Source: an optimization exercise on an open RTL-to-GDS flow (aim: small area, a short achievable clock period and few clock cycles). Production flows keep margins and buffers that such runs may drop.
Only simulation tests tie the RTL to the original design; equivalence was not proved.
No activity file was given, so power comes from the tool's default toggle rates.

==> design.v <==
module pfsm #(
    parameter [7:0] MARKER0      = 8'hA5,
    parameter [7:0] MARKER1      = 8'h5A,
    parameter [7:0] RETRY_BUDGET = 8'd2
) (
    input  wire         clk,
    input  wire         rst,
    input  wire         h_valid,
    output wire         h_ready,
    input  wire [18:0]  h_data,
    output reg          r_valid,
    input  wire         r_ready,
    output reg  [7:0]   r_data,
    output reg          r_last,
    input  wire         irq_valid,
    input  wire [3:0]   irq_flags,
    output reg          o_valid,
    input  wire         o_ready,
    output reg  [3:0]   o_op,
    output reg  [7:0]   o_data,
    input  wire         i_valid,
    output wire         i_ready,
    input  wire [7:0]   i_data,
    output wire         cip_req,
    output wire         cip_dir,
    output wire [127:0] cip_din,
    output wire [127:0] cip_key,
    input  wire         cip_done,
    input  wire         cip_timeout,
    input  wire [127:0] cip_dout,
    output wire         idle,
    output wire         fatal,
    output wire [2:0]   fault
);
    localparam [6:0] MAX_FRAME = 7'd96;
    localparam [3:0] OP_CONFIGURE = 4'd1,
                     OP_RX_ARM    = 4'd2,
                     OP_STROBE_RDY= 4'd3,
                     OP_FLUSH_RX  = 4'd4,
                     OP_FIFO_WR   = 4'd5,
                     OP_FIFO_BYTE = 4'd6,
                     OP_STROBE_TX = 4'd7,
                     OP_POWER_DN  = 4'd8,
                     OP_FIFO_RD   = 4'd9,
                     OP_METRICS   = 4'd10,
                     OP_MSG_AVAIL = 4'd11,
                     OP_DATA_SENT = 4'd12;
    localparam [1:0] M_UNINIT = 2'd0, M_RUN = 2'd1, M_STOPPED = 2'd2, M_FATAL = 2'd3;
    localparam [2:0] F_OVERSIZE = 3'd1, F_NOT_INIT = 3'd2, F_TXDONE = 3'd3,
                     F_CRYPTO = 3'd4, F_BADCMD = 3'd5;
    localparam [4:0]
        ST_IDLE   = 5'd0,
        ST_DRAIN  = 5'd1,
        ST_INIT   = 5'd2,
        ST_INITW  = 5'd3,
        ST_RDSRC  = 5'd4,
        ST_RDDAT  = 5'd5,
        ST_W2STB  = 5'd6,
        ST_W2FRD  = 5'd7,
        ST_W2MET  = 5'd8,
        ST_W2FLU  = 5'd9,
        ST_W2PAR  = 5'd10,
        ST_RELIS  = 5'd11,
        ST_W3FLU  = 5'd12,
        ST_W3RET  = 5'd13,
        ST_XHDR   = 5'd14,
        ST_XDAT   = 5'd15,
        ST_XSTB   = 5'd16;
    localparam [1:0] I_OFF = 2'd0, I_LEN = 2'd1, I_DAT = 2'd2, I_MET = 2'd3;
    reg [4:0]   st;
    reg [1:0]   mode;
    reg [2:0]   fault_r;
    reg         snap2;         
    reg         afill;         
    reg [127:0] key;
    reg         kact;          
    reg [7:0]   local_addr;
    reg [7:0]   next_seq;
    reg [7:0]   good_lqi, good_rssi;
    reg         tx_busy, tx_enc, tx_wack, tx_ack;
    reg [7:0]   tx_dest, tx_seq;
    reg [6:0]   tx_n;          
    reg [1:0]   tx_retries;
    reg [2:0]   tx_lb;         
    reg [2:0]   tx_rot;        
    reg         rx_parsed, rx_decdone;
    reg [7:0]   rx_f;          
    reg [6:0]   rx_len;        
    reg [7:0]   rx_src, rx_rssi, rx_lqi;
    reg [7:0]   rx_b2, rx_seq, rx_b5;
    reg         rx_f0, rx_mk;
    reg [2:0]   rx_sh;         
    reg         iact, isrc;
    reg         in_rdy;
    reg [6:0]   icnt;
    reg [6:0]   irem;
    reg [1:0]   ist;
    reg [7:0]   frem;
    reg [1:0]   mcnt;
    reg [7:0]   drem;          
    reg         creq, cdir, cfail, c_first, c_last, f_first;
    reg [3:0]   c_pos;
    reg [2:0]   cblk;
    reg         pend, p_last;
    reg [3:0]   p_pos;
    reg [6:0]   xcnt;
    reg [3:0]   rpos;
    reg [6:0]   rleft;
    reg [127:0] A;
    reg [31:0]  S;
    reg [127:0] t0, t1, t2, t3, t4, t5;
    reg [127:0] q0, q1, q2, q3, q4, q5;
    wire o_free = !o_valid || o_ready;
    wire r_free = !r_valid || r_ready;
    wire acc_idle = (st == ST_IDLE) && !o_valid && !r_valid;
    assign h_ready = acc_idle || (st == ST_DRAIN) || kact || (iact && !isrc && in_rdy);
    assign i_ready = (ist == I_LEN) || (ist == I_MET) || (ist == I_DAT && (!iact || in_rdy));
    assign idle    = acc_idle;
    assign fatal   = (mode == M_FATAL);
    assign fault   = fault_r;
    assign cip_req = creq;
    assign cip_dir = cdir;
    assign cip_key = key;
    wire ov  = c_first && !cdir;
    wire [2:0] tx_nb = tx_lb + 3'd1;
    genvar gj;
    generate
        for (gj = 0; gj < 16; gj = gj + 1) begin : g_din
            wire m = !(c_last && (gj > c_pos));
            wire [7:0] ab = A[8*gj +: 8] & {8{m}};
            if (gj == 0)      assign cip_din[8*gj +: 8] = ov ? MARKER0 : ab;
            else if (gj == 1) assign cip_din[8*gj +: 8] = ov ? MARKER1 : ab;
            else if (gj == 2) assign cip_din[8*gj +: 8] = ov ? {1'b0, tx_nb, 4'b0} : ab;
            else if (gj == 3) assign cip_din[8*gj +: 8] = ov ? {7'd0, tx_ack} : ab;
            else if (gj == 4) assign cip_din[8*gj +: 8] = ov ? tx_seq : ab;
            else if (gj == 5) assign cip_din[8*gj +: 8] = (ov && tx_ack) ? rx_seq : ab;
            else              assign cip_din[8*gj +: 8] = ab;
        end
    endgenerate
    wire [2:0]  op   = h_data[18:16];
    wire [7:0]  op_a = h_data[15:8];
    wire [7:0]  op_n = h_data[7:0];
    wire [7:0] bus  = isrc ? i_data : h_data[7:0];
    wire       in_v = isrc ? i_valid : h_valid;
    wire       acc  = iact && in_rdy && in_v;
    wire [3:0] pos  = icnt[3:0];
    wire       lastb = (irem == 7'd1);
    wire       blk_cmp = acc && (pos == 4'd15 || lastb);
    wire       ok_done = creq && cip_done;
    wire       fail_now = creq && cip_timeout;
    wire       can_start = !creq || ok_done;
    wire       start = can_start && (pend || blk_cmp) && !cfail;
    wire       wA = acc && !creq;
    wire       wS = acc && creq;
    wire       tx_load = ok_done && !cdir;
    wire       rx_load = ok_done && cdir;
    wire       tx_rot_en = (tx_rot != 3'd0);
    wire       rx_sh_en  = (rx_sh != 3'd0);
    integer k;
    always @(posedge clk) begin
        for (k = 0; k < 16; k = k + 1)
            if (wA && pos == k) A[8*k +: 8] <= bus;
            else if (ok_done && k < 4)
                A[8*k +: 8] <= (wS && pos[1:0] == k) ? bus : S[8*k +: 8];
        for (k = 0; k < 4; k = k + 1)
            if (wS && pos[1:0] == k) S[8*k +: 8] <= bus;
    end
    always @(posedge clk) begin
        if (tx_rot_en) begin
            t0 <= t1; t1 <= t2; t2 <= t3; t3 <= t4; t4 <= t5;
        end
        if (tx_rot_en) t5 <= t0;
        else if (tx_load) t5 <= cip_dout;
    end
    always @(posedge clk) begin
        if (rx_sh_en) begin
            q0 <= q1; q1 <= q2; q2 <= q3; q3 <= q4; q4 <= q5;
        end
        if (rx_load) q5 <= cip_dout;
    end
    always @(posedge clk) begin
        if (kact && h_valid) key <= {h_data[7:0], key[127:8]};
    end
    wire [7:0] tx_byte = (tx_rot == 3'd1) ? t1[7:0] : t0[8*xcnt[3:0] +: 8];
    wire [7:0] rx_byte = (rx_sh == 3'd1) ? q1[7:0] : q0[8*rpos +: 8];
    wire       tx_can  = (tx_rot == 3'd0) || (tx_rot == 3'd1 && xcnt[3:0] == 4'd0);
    wire       rx_can  = (rx_sh == 3'd0) || (rx_sh == 3'd1 && rpos == 4'd0);
    wire        frame_valid = (rx_len >= 7'd5) && rx_mk && (rx_b2 >= 8'd5) && (rx_b2 <= {1'b0, rx_len});
    wire [7:0]  rx_plen = rx_b2 - 8'd5;
    wire [7:0]  rd_cnt  = (op_n < rx_plen) ? op_n : rx_plen;
    always @(posedge clk) begin
        tx_lb  <= (tx_n + 7'd4) >> 4;
        rx_len <= (rx_f > 8'd96) ? MAX_FRAME : rx_f[6:0];
    end
    task emit(input [3:0] opc, input [7:0] d);
        begin
            o_valid <= 1'b1; o_op <= opc; o_data <= d;
        end
    endtask
    task raise_fatal(input [2:0] code);
        begin
            if (fault_r == 3'd0) fault_r <= code;
            mode <= M_FATAL;
        end
    endtask
    task rx_begin;
        begin
            rx_parsed  <= 1'b0;
            rx_decdone <= 1'b0;
            rx_sh      <= 3'd0;
            ist        <= I_LEN;
            f_first    <= 1'b1;
            cfail      <= 1'b0;
            cdir       <= 1'b1;
            isrc       <= 1'b1;
        end
    endtask
    task after_w2(input filled);
        begin
            if (snap2) st <= ST_W3FLU;
            else if (filled) st <= ST_XHDR;
            else st <= ST_IDLE;
        end
    endtask
    wire relisten = tx_busy && tx_wack;
    always @(posedge clk) begin
        if (rst) begin
            st <= ST_IDLE; mode <= M_UNINIT; fault_r <= 3'd0;
            snap2 <= 1'b0; afill <= 1'b0; kact <= 1'b0;
            local_addr <= 8'd0; next_seq <= 8'd0; good_lqi <= 8'd0; good_rssi <= 8'd0;
            tx_busy <= 1'b0; tx_enc <= 1'b0; tx_wack <= 1'b0; tx_ack <= 1'b0;
            tx_dest <= 8'd0; tx_seq <= 8'd0; tx_n <= 7'd0; tx_retries <= 2'd0; tx_rot <= 3'd0;
            rx_parsed <= 1'b0; rx_decdone <= 1'b0; rx_f <= 8'd0;
            rx_src <= 8'd0; rx_rssi <= 8'd0; rx_lqi <= 8'd0;
            rx_b2 <= 8'd0; rx_seq <= 8'd0; rx_b5 <= 8'd0; rx_f0 <= 1'b0; rx_mk <= 1'b0; rx_sh <= 3'd0;
            iact <= 1'b0; isrc <= 1'b0; in_rdy <= 1'b0; icnt <= 7'd0; irem <= 7'd0;
            ist <= I_OFF; frem <= 8'd0; mcnt <= 2'd0; drem <= 8'd0;
            creq <= 1'b0; cdir <= 1'b0; cfail <= 1'b0; c_first <= 1'b0; c_last <= 1'b0; f_first <= 1'b0;
            c_pos <= 4'd0; cblk <= 3'd0; pend <= 1'b0; p_last <= 1'b0; p_pos <= 4'd0;
            xcnt <= 7'd0; rpos <= 4'd0; rleft <= 7'd0;
            o_valid <= 1'b0; o_op <= 4'd0; o_data <= 8'd0;
            r_valid <= 1'b0; r_data <= 8'd0; r_last <= 1'b0;
        end else begin
            if (o_valid && o_ready) o_valid <= 1'b0;
            if (r_valid && r_ready) r_valid <= 1'b0;
            if (tx_rot_en) tx_rot <= tx_rot - 3'd1;
            if (rx_sh_en)  rx_sh  <= rx_sh - 3'd1;
            if (acc) begin
                icnt <= icnt + 7'd1;
                irem <= irem - 7'd1;
                if (lastb) iact <= 1'b0;
            end
            if (start) begin
                creq    <= 1'b1;
                c_first <= f_first;
                f_first <= 1'b0;
                cblk    <= f_first ? 3'd0 : cblk + 3'd1;
                c_last  <= pend ? p_last : lastb;
                c_pos   <= pend ? p_pos : pos;
                pend    <= 1'b0;
            end else begin
                if (creq && (cip_done || cip_timeout)) creq <= 1'b0;
                if (blk_cmp && !cfail) begin
                    pend   <= 1'b1;
                    p_last <= lastb;
                    p_pos  <= pos;
                end
            end
            if (fail_now) begin
                cfail <= 1'b1;
                pend  <= 1'b0;
                raise_fatal(F_CRYPTO);
            end
            if (tx_load) begin
                tx_rot <= c_last ? (3'd5 - cblk) : 3'd1;
                if (c_last) begin
                    tx_enc  <= 1'b1;
                    tx_wack <= !tx_ack;
                end
            end
            if (rx_load) begin
                rx_sh <= c_last ? (3'd5 - cblk) : 3'd1;
                if (c_last) rx_decdone <= 1'b1;
                if (c_first) begin
                    rx_mk <= (cip_dout[7:0] == MARKER0) && (cip_dout[15:8] == MARKER1);
                    rx_b2 <= cip_dout[23:16];
                    rx_f0 <= cip_dout[24];
                    rx_seq <= cip_dout[39:32];
                    rx_b5 <= cip_dout[47:40];
                end
            end
            case (ist)
            I_LEN: if (i_valid) begin
                rx_f  <= i_data;
                frem  <= i_data;
                icnt  <= 7'd0;
                irem  <= (i_data > 8'd96) ? MAX_FRAME : i_data[6:0];
                iact  <= (i_data != 8'd0);
                mcnt  <= 2'd0;
                ist   <= (i_data == 8'd0) ? I_MET : I_DAT;
            end
            I_DAT: if (i_valid && i_ready) begin
                frem <= frem - 8'd1;
                if (frem == 8'd1) ist <= I_MET;
            end
            I_MET: if (i_valid) begin
                case (mcnt)
                    2'd0: rx_src  <= i_data;
                    2'd1: rx_rssi <= i_data;
                    default: rx_lqi <= i_data;
                endcase
                mcnt <= mcnt + 2'd1;
                if (mcnt == 2'd2) ist <= I_OFF;
            end
            default: ;
            endcase
            if (kact && h_valid) begin
                drem <= drem - 8'd1;
                if (drem == 8'd1) kact <= 1'b0;
            end
            case (st)
            ST_IDLE: if (acc_idle) begin
                if (h_valid) begin
                    drem <= op_n;
                    if (mode == M_FATAL) begin
                        if ((op == 3'd0 || op == 3'd1) && op_n != 8'd0) st <= ST_DRAIN;
                    end else if (op == 3'd6 || op == 3'd7) begin
                        raise_fatal(F_BADCMD);
                    end else if (op == 3'd0 && op_n != 8'd16) begin
                        raise_fatal(F_BADCMD);
                        if (op_n != 8'd0) st <= ST_DRAIN;
                    end else if (op != 3'd0 && mode != M_RUN) begin
                        raise_fatal(F_NOT_INIT);
                        if (op == 3'd1 && op_n != 8'd0) st <= ST_DRAIN;
                    end else if (op == 3'd0 && mode == M_RUN) begin
                        st <= ST_DRAIN;
                    end else begin
                        case (op)
                        3'd0: begin                   
                            next_seq   <= 8'd0;
                            good_lqi   <= 8'd0;
                            good_rssi  <= 8'd0;
                            tx_busy    <= 1'b0;
                            tx_enc     <= 1'b0;
                            tx_wack    <= 1'b0;
                            rx_parsed  <= 1'b0;
                            local_addr <= op_a;
                            kact       <= 1'b1;
                            emit(OP_CONFIGURE, op_a);
                            st         <= ST_INIT;
                        end
                        3'd1: begin                   
                            if (op_n > 8'd91) begin
                                raise_fatal(F_OVERSIZE);
                                st <= ST_DRAIN;
                            end else if (tx_busy) begin
                                if (op_n != 8'd0) st <= ST_DRAIN;
                            end else begin
                                tx_busy    <= 1'b1;
                                tx_enc     <= 1'b0;
                                tx_wack    <= 1'b0;
                                tx_ack     <= 1'b0;
                                tx_dest    <= op_a;
                                tx_seq     <= next_seq;
                                next_seq   <= next_seq + 8'd1;
                                tx_retries <= 2'd2;
                                tx_n       <= op_n[6:0];
                                tx_rot     <= 3'd0;
                                icnt       <= 7'd5;
                                irem       <= op_n[6:0];
                                iact       <= (op_n != 8'd0);
                                isrc       <= 1'b0;
                                cdir       <= 1'b0;
                                cfail      <= 1'b0;
                                f_first    <= 1'b1;
                                if (op_n == 8'd0) begin
                                    pend   <= 1'b1;
                                    p_last <= 1'b1;
                                    p_pos  <= 4'd4;
                                end
                                afill      <= 1'b0;
                                snap2      <= 1'b0;
                                st         <= ST_XHDR;
                            end
                        end
                        3'd2: begin                   
                            r_valid <= 1'b1;
                            if (!rx_parsed) begin
                                r_data <= 8'd0;
                                r_last <= 1'b1;
                            end else begin
                                r_data    <= rd_cnt;
                                r_last    <= 1'b0;
                                rleft     <= rd_cnt[6:0];
                                rx_parsed <= 1'b0;
                                st        <= ST_RDSRC;
                            end
                        end
                        3'd3: begin                   
                            r_valid <= 1'b1; r_data <= good_lqi; r_last <= 1'b1;
                        end
                        3'd4: begin                   
                            r_valid <= 1'b1; r_data <= good_rssi; r_last <= 1'b1;
                        end
                        3'd5: begin                   
                            emit(OP_POWER_DN, 8'd0);
                            mode <= M_STOPPED;
                        end
                        default: ;
                        endcase
                    end
                end else if (irq_valid && mode == M_RUN && irq_flags[2:0] != 3'd0) begin
                    snap2 <= irq_flags[2];
                    afill <= 1'b0;
                    if (irq_flags[0]) begin
                        if (!tx_busy) begin
                            raise_fatal(F_TXDONE);
                        end else begin
                            emit(OP_RX_ARM, {7'd0, tx_wack});
                            if (!tx_wack) begin
                                tx_busy <= 1'b0; tx_enc <= 1'b0;
                            end
                            if (irq_flags[1]) begin
                                rx_begin;
                                st <= ST_W2STB;
                            end else if (irq_flags[2]) st <= ST_W3FLU;
                        end
                    end else if (irq_flags[1]) begin
                        rx_begin;
                        emit(OP_STROBE_RDY, 8'd0);
                        st <= ST_W2FRD;
                    end else begin
                        emit(OP_FLUSH_RX, 8'd0);
                        if (tx_busy && tx_enc) st <= ST_W3RET;
                    end
                end
            end
            ST_DRAIN: if (h_valid) begin
                drem <= drem - 8'd1;
                if (drem == 8'd1) st <= ST_IDLE;
            end
            ST_INIT: if (o_free) begin
                emit(OP_RX_ARM, 8'd0);
                st <= ST_INITW;
            end
            ST_INITW: if (!kact) begin
                mode <= M_RUN;
                st   <= ST_IDLE;
            end
            ST_RDSRC: if (r_free) begin
                r_valid <= 1'b1; r_data <= rx_src; r_last <= (rleft == 7'd0);
                rpos <= 4'd5;
                st <= (rleft == 7'd0) ? ST_IDLE : ST_RDDAT;
            end
            ST_RDDAT: if (r_free && rx_can) begin
                r_valid <= 1'b1; r_data <= rx_byte; r_last <= (rleft == 7'd1);
                rpos  <= rpos + 4'd1;
                rleft <= rleft - 7'd1;
                if (rpos == 4'd15) rx_sh <= 3'd1;
                if (rleft == 7'd1) st <= ST_IDLE;
            end
            ST_W2STB: if (o_free) begin
                emit(OP_STROBE_RDY, 8'd0);
                st <= ST_W2FRD;
            end
            ST_W2FRD: if (o_free) begin
                emit(OP_FIFO_RD, 8'd0);
                st <= ST_W2MET;
            end
            ST_W2MET: if (o_free) begin
                emit(OP_METRICS, 8'd0);
                st <= ST_W2FLU;
            end
            ST_W2FLU: if (o_free && ist == I_OFF) begin
                emit(OP_FLUSH_RX, 8'd0);
                st <= (rx_len == 7'd0) ? ST_RELIS : ST_W2PAR;
            end
            ST_W2PAR: begin
                if (cfail) begin
                    st <= ST_IDLE;
                end else if (rx_decdone && o_free) begin
                    if (!frame_valid) begin
                        emit(OP_RX_ARM, {7'd0, relisten});
                        after_w2(1'b0);
                    end else begin
                        good_lqi  <= rx_lqi;
                        good_rssi <= rx_rssi;
                        if (rx_f0) begin
                            if (rx_b2 >= 8'd6 && tx_busy && tx_seq == rx_b5) begin
                                tx_busy <= 1'b0; tx_enc <= 1'b0; tx_wack <= 1'b0;
                                emit(OP_DATA_SENT, 8'd0);
                                st <= ST_RELIS;
                            end else begin
                                emit(OP_RX_ARM, 8'd1);
                                after_w2(1'b0);
                            end
                        end else if (rx_b2 != 8'd5) begin
                            rx_parsed <= 1'b1;
                            emit(OP_MSG_AVAIL, 8'd0);
                            if (tx_busy) begin
                                st <= ST_RELIS;
                            end else begin
                                tx_busy    <= 1'b1;
                                tx_enc     <= 1'b0;
                                tx_wack    <= 1'b0;
                                tx_ack     <= 1'b1;
                                tx_dest    <= rx_src;
                                tx_seq     <= next_seq;
                                next_seq   <= next_seq + 8'd1;
                                tx_retries <= 2'd0;
                                tx_n       <= 7'd1;
                                tx_rot     <= 3'd0;
                                cdir       <= 1'b0;
                                cfail      <= 1'b0;
                                f_first    <= 1'b1;
                                pend       <= 1'b1;
                                p_last     <= 1'b1;
                                p_pos      <= 4'd5;
                                afill      <= 1'b1;
                                after_w2(1'b1);
                            end
                        end else begin
                            rx_parsed <= 1'b1;
                            emit(OP_RX_ARM, {7'd0, relisten});
                            after_w2(1'b0);
                        end
                    end
                end
            end
            ST_RELIS: if (o_free) begin
                emit(OP_RX_ARM, {7'd0, relisten});
                after_w2(1'b0);
            end
            ST_W3FLU: if (o_free) begin
                emit(OP_FLUSH_RX, 8'd0);
                if (tx_busy && tx_enc && !afill) st <= ST_W3RET;
                else if (afill) st <= ST_XHDR;
                else st <= ST_IDLE;
            end
            ST_W3RET: if (o_free) begin
                if (tx_retries == 2'd0) begin
                    tx_busy <= 1'b0; tx_enc <= 1'b0; tx_wack <= 1'b0;
                    emit(OP_RX_ARM, 8'd0);
                    st <= ST_IDLE;
                end else begin
                    tx_retries <= tx_retries - 2'd1;
                    emit(OP_FIFO_WR, tx_dest);
                    xcnt <= 7'd0;
                    st <= ST_XDAT;
                end
            end
            ST_XHDR: begin
                if (cfail) begin
                    if (!iact) st <= ST_IDLE;
                end else if (tx_enc && o_free) begin
                    emit(OP_FIFO_WR, tx_dest);
                    xcnt <= 7'd0;
                    st <= ST_XDAT;
                end
            end
            ST_XDAT: if (o_free && tx_can) begin
                emit(OP_FIFO_BYTE, tx_byte);
                xcnt <= xcnt + 7'd1;
                if (xcnt[3:0] == 4'd15) begin
                    if (xcnt[6:4] == tx_lb) begin
                        tx_rot <= 3'd6 - tx_lb;
                        st <= ST_XSTB;
                    end else begin
                        tx_rot <= 3'd1;
                    end
                end
            end
            ST_XSTB: if (o_free) begin
                emit(OP_STROBE_TX, 8'd0);
                st <= ST_IDLE;
            end
            default: st <= ST_IDLE;
            endcase
            begin : rdy
                reg cr_n, ia_n;
                reg [3:0] p_n;
                cr_n = start || (creq && !(cip_done || cip_timeout));
                ia_n = iact && !(acc && lastb);
                p_n  = acc ? pos + 4'd1 : pos;
                in_rdy <= ia_n && !(cr_n && p_n >= 4'd4);
            end
            if (st == ST_IDLE && acc_idle && h_valid && mode != M_FATAL && op == 3'd1 &&
                op_n <= 8'd91 && mode == M_RUN && !tx_busy)
                in_rdy <= (op_n != 8'd0);
            if (ist == I_LEN && i_valid)
                in_rdy <= (i_data != 8'd0);
        end
    end
endmodule
==> run.sh <==
#!/bin/bash
# synth_recipe.tcl (not shown) runs the flow's synth.tcl, then flattens the netlist and writes it again
# the make line also repeats each setting of config.mk as NAME=value (left out here)
make -C /OpenROAD-flow-scripts/flow DESIGN_CONFIG=/design/flow/config.mk WORK_HOME=/design/flow/orfs CLKGATE_MAP_FILE= SYNTH_SCRIPT=/design/flow/synth_recipe.tcl finish
==> config.mk <==
export PLATFORM = sky130hd
export DESIGN_NAME = pfsm
export DESIGN_NICKNAME = pfsm
export VERILOG_FILES = /design/flow/design.v
export SDC_FILE = /design/flow/constraint.sdc
export NUM_CORES = 8
export LEC_CHECK = 0
export CAP_MARGIN = 20
export CORE_MARGIN = 2
export CORE_UTILIZATION = 40
export SLEW_MARGIN = 20
==> constraint.sdc <==
create_clock -name core_clock -period 10.0 [get_ports {clk}]
set_input_delay 2.0000 -clock core_clock [delete_from_list [all_inputs] [get_ports {clk}]]
set_output_delay 2.0000 -clock core_clock [all_outputs]
set_load 0.01 [all_outputs]
==> impl_metrics.csv <==
group,metric,value,unit
min_path,hp-class,"reg2reg",
clocking,clockBufferDepth,3,
synth,ys_ff_latch,2058,
sta,fin_ws,4.20,ns
finish,drive_above_1_share,9.76,%
pwr,ir_drop,0.312,mV
pwr,p_per_area,308,nW/um^2
critical_path,crit_arrival,3.80,ns
critical_path,required,8.00,ns
synth,ys_warn_count,13,
synth,synthTopCellsByCount,"edfxtp_1, nand2_1, dfxtp_1",
synth,synth_area_leader_cell,"edfxtp_1",
synth,synth_nets,4759,
detailed_routing,drc_errors,0,
sta,period_minus_slack,5.80,ns
critical_path,crit_buf_inv,1,
critical_path,r2r_end,"tx_dest[0]",
clocking,clk_latency,0.86,ns
critical_path,worstSetupStartpoint,"cdir",
floorplanning,die_x,434,um
critical_path,rr_worst_depth,10,
clocking,cts_setup_buffers,0,
placement,pre_cts_slack,3.80,ns
floorplanning,dieArea,188000,sq um
finish,final_nets,5299,
clocking,h-tree-depth,4,
sta,tightest_slew,1.14,ns
detailed_routing,ant_nets,0,
finish,fill_cells,15400,
critical_path,path_depth,5,
placement,dp_hpwl,121,mm
detailed_routing,vias,40100,
global_routing,grt_max_degree,181,
critical_path,timing.rr.start,"mode[0]",
synth,yosysMostFrequentCell,"edfxtp_1",
clocking,holdBufCountCts,0,
critical_path,crit_family,"simple AND/OR/NAND/NOR gates",
clocking,clockRootBuffer,"clkbuf_16",
global_routing,grt_use_total,18.8,%
critical_path,cp-end-kind,"output port",
detailed_routing,vias_per_cell,5.19,
critical_path,slowest_stage,"nor2b_1",
detailed_routing,drtPass1Iterations,6,
sta,max_freq,0.172,GHz
sta,maxSlewHeadroom,23.1,%
global_routing,grt_overflow,0,
sta,final_hold_viol_count,0,
sta,finalSetupViolCount,0,
synth,synth_ff_type,"edfxtp_1",
status,status,"timing/DRC/antenna clean",
synth,netlist_instances,4543,
synth,synth_cell_types,102,
global_routing,antenna_found_initial,26,
synth,synth-async-reset-ratio,0,%
critical_path,start_kind,"register",
critical_path,ff2ff_setup_slack,6.28,ns
floorplanning,num_io_pins,456,
sta,maxSlewViolCount,0,
global_routing,grt_pass1_wl,258,mm
floorplanning,initial_utilization,40.3,%
floorplanning,fp.dieH,434,um
sta,hold_slack,0.338,ns
synth,ys_seq_area_share,80.1,%
floorplanning,core_area,183000,sq um
clocking,cts.sinks,2058,
critical_path,crit_path_max_fanout,14,
critical_path,path_cells,"nor2b_1 > and2_1 > a21oi_1 > a22o_1 > clkdlybuf4s50_1",
sta,rsz0062_at_grt,"false",
sta,fin_skew,0.0852,ns
synth,synth.top_cell.area_share,72.9,%
synth,synth.area.top_cells,"edfxtp_1, dfxtp_1, nand2_1",
synth,avgSynthCellArea,16.2,sq um
floorplanning,num_rows,157,
critical_path,critPathCapture,"cip_din[42]",
global_routing,first_global_vias,38000,
critical_path,cpPeakStageDelay,0.80,ns
job,maxCapViolations,0,
clocking,cts_buffers,202,
synth,synth_edf_count,1792,
critical_path,crit_type,"reg2out",
pwr,power,27.2,mW
synth,syn_area,73800,sq um
detailed_routing,routed_wl,181,mm
finish,syn_to_final_growth,19.6,%
detailed_routing,drt_iter0_drc,3990,
detailed_routing,routedWlPerCell,23.5,um
sta,fin_crit_sh,58.0,%
pwr,p_leak,29.3,nW
placement,gp_congestion,0.931,
placement,portBuffers,454,
clocking,clk_pin_slew,0.06,ns
clocking,cts_tree,"done",
clocking,cts_resized,0,
## layout by cell type (no fill, tap or decap), drive strengths merged, types with 68 or more instances in the layout
master         netlist  routed
inv                 75      78
a21oi              184     184
nor2               192     192
clkinv               2      91
dfxtp              266     266
nand3               74      74
clkbuf             131     254
edfxtp            1792    1792
and2               105     105
buf                 54      68
nand2              718     718
o21ai              169     169
clkdlybuf4s50        0     453
## cell type report
type                            instances  area, sq um  area share, %
Sequential cell                      2058        59100           67.0
Multi-Input combinational cell       2223        13700           15.5
Clock buffer                          254         5370           6.08
Timing Repair Buffer                  521         5160           5.84
Tap cell                             2464         3080           3.49
Clock inverter                        123         1520           1.72
Inverter                               77          308          0.349
Antenna cell                            8         20.0         0.0227
## layer usage
| layer | track usage, % | part of all wire (%) | vias to the layer above |
|---|---|---|---|
| met2 | 29.6 | 47 | 1401 |
| met5 | 0 | 0 | - |
| met4 | 6.59 | 3.2 | 0 |
| met1 | 26.5 | 44 | 20200 |
| met3 | 3.23 | 6.4 | 317 |
| li1 | - | - | 18200 |
## per-stage QoR
| stage | cells | instance area, sq um | utilization (%) | TNS (ns) |
|---|---|---|---|---|
| floorplan | 4543 | 73800 | - | -693.83 |
| global placement | 7341 | 81300 | 44.4 | 0 |
| detailed placement | 7341 | 81300 | 44.4 | 0 |
| CTS | 7718 | 88200 | 48.1 | 0 |
| global route | 7726 | 88300 | 48.2 | 0 |
| finish | 7728 | 88300 | 48.2 | 0 |
## where the power goes
| part | switching, mW | internal [mW] |
|---|---|---|
| Sequential | 1.07 | 14.1 |
| Combinational | 3.18 | 1.13 |
| Clock | 3.29 | 4.42 |
## logic make-up (layout without fill, tap and decap cells)
group	after synthesis	count (layout)	share of synthesized area, %
flip-flops	2058	2058	80.1
AND/OR/NAND/NOR	1354	1354	8.52
AO/OA/AOI/OAI	621	621	5.38
buffers and inverters	262	975	1.41
multiplexers	149	149	3.16
XOR/XNOR	51	51	0.605
adder cells (fa/ha/maj)	48	48	0.814
other	0	8	0
## state kept, by name (all words and copies together) (netlist names), 32 cells and up
signal and flops:
q0 128, q5 128, q2 128, t1 128
t4 128, A 128, S 32, t2 128
t5 128, t0 128, q3 128, q1 128
key 128, t3 128, q4 128
## how the worst min path moves through the flow
stage	slack (ns)	start	cells after the start	end
3_5_place_dp	0.40	q1[102]	0	q0[102]
3_3_place_gp	0.40	t3[49]	0	t2[49]
4_1_cts	0.32	t3[92]	0	t2[92]
5_1_grt	0.34	t3[92]	0	t2[92]
6_report	0.34	t3[92]	0	t2[92]
2_1_floorplan	0.40	q1[100]	0	q0[100]
Testbench counts, summed over its fixed seeds: cycles 164,764.

## static timing again, ports no longer ideal
Ports are ideal in the flow. The routed layout listed here was re-timed in OpenROAD.
Step 1 assumes that a clkbuf_16 drives the clock port and a buf_2 every other input.
Step 2 also shifts input and output timing later by t, the mid clock arrival at the registers, as if the neighbouring blocks saw the same clock.
Slacks: ideal / step 1 / step 2; pairs: ideal / step 1.
t, ns: 0.899
setup WS [ns]: 4.196 / 4.112 / 3.605
worst setup path at the end: input to register
After both steps setup and hold are still met in this run. The setup slack of this run moves by -0.084 ns with the drivers and by -0.591 ns with both steps.
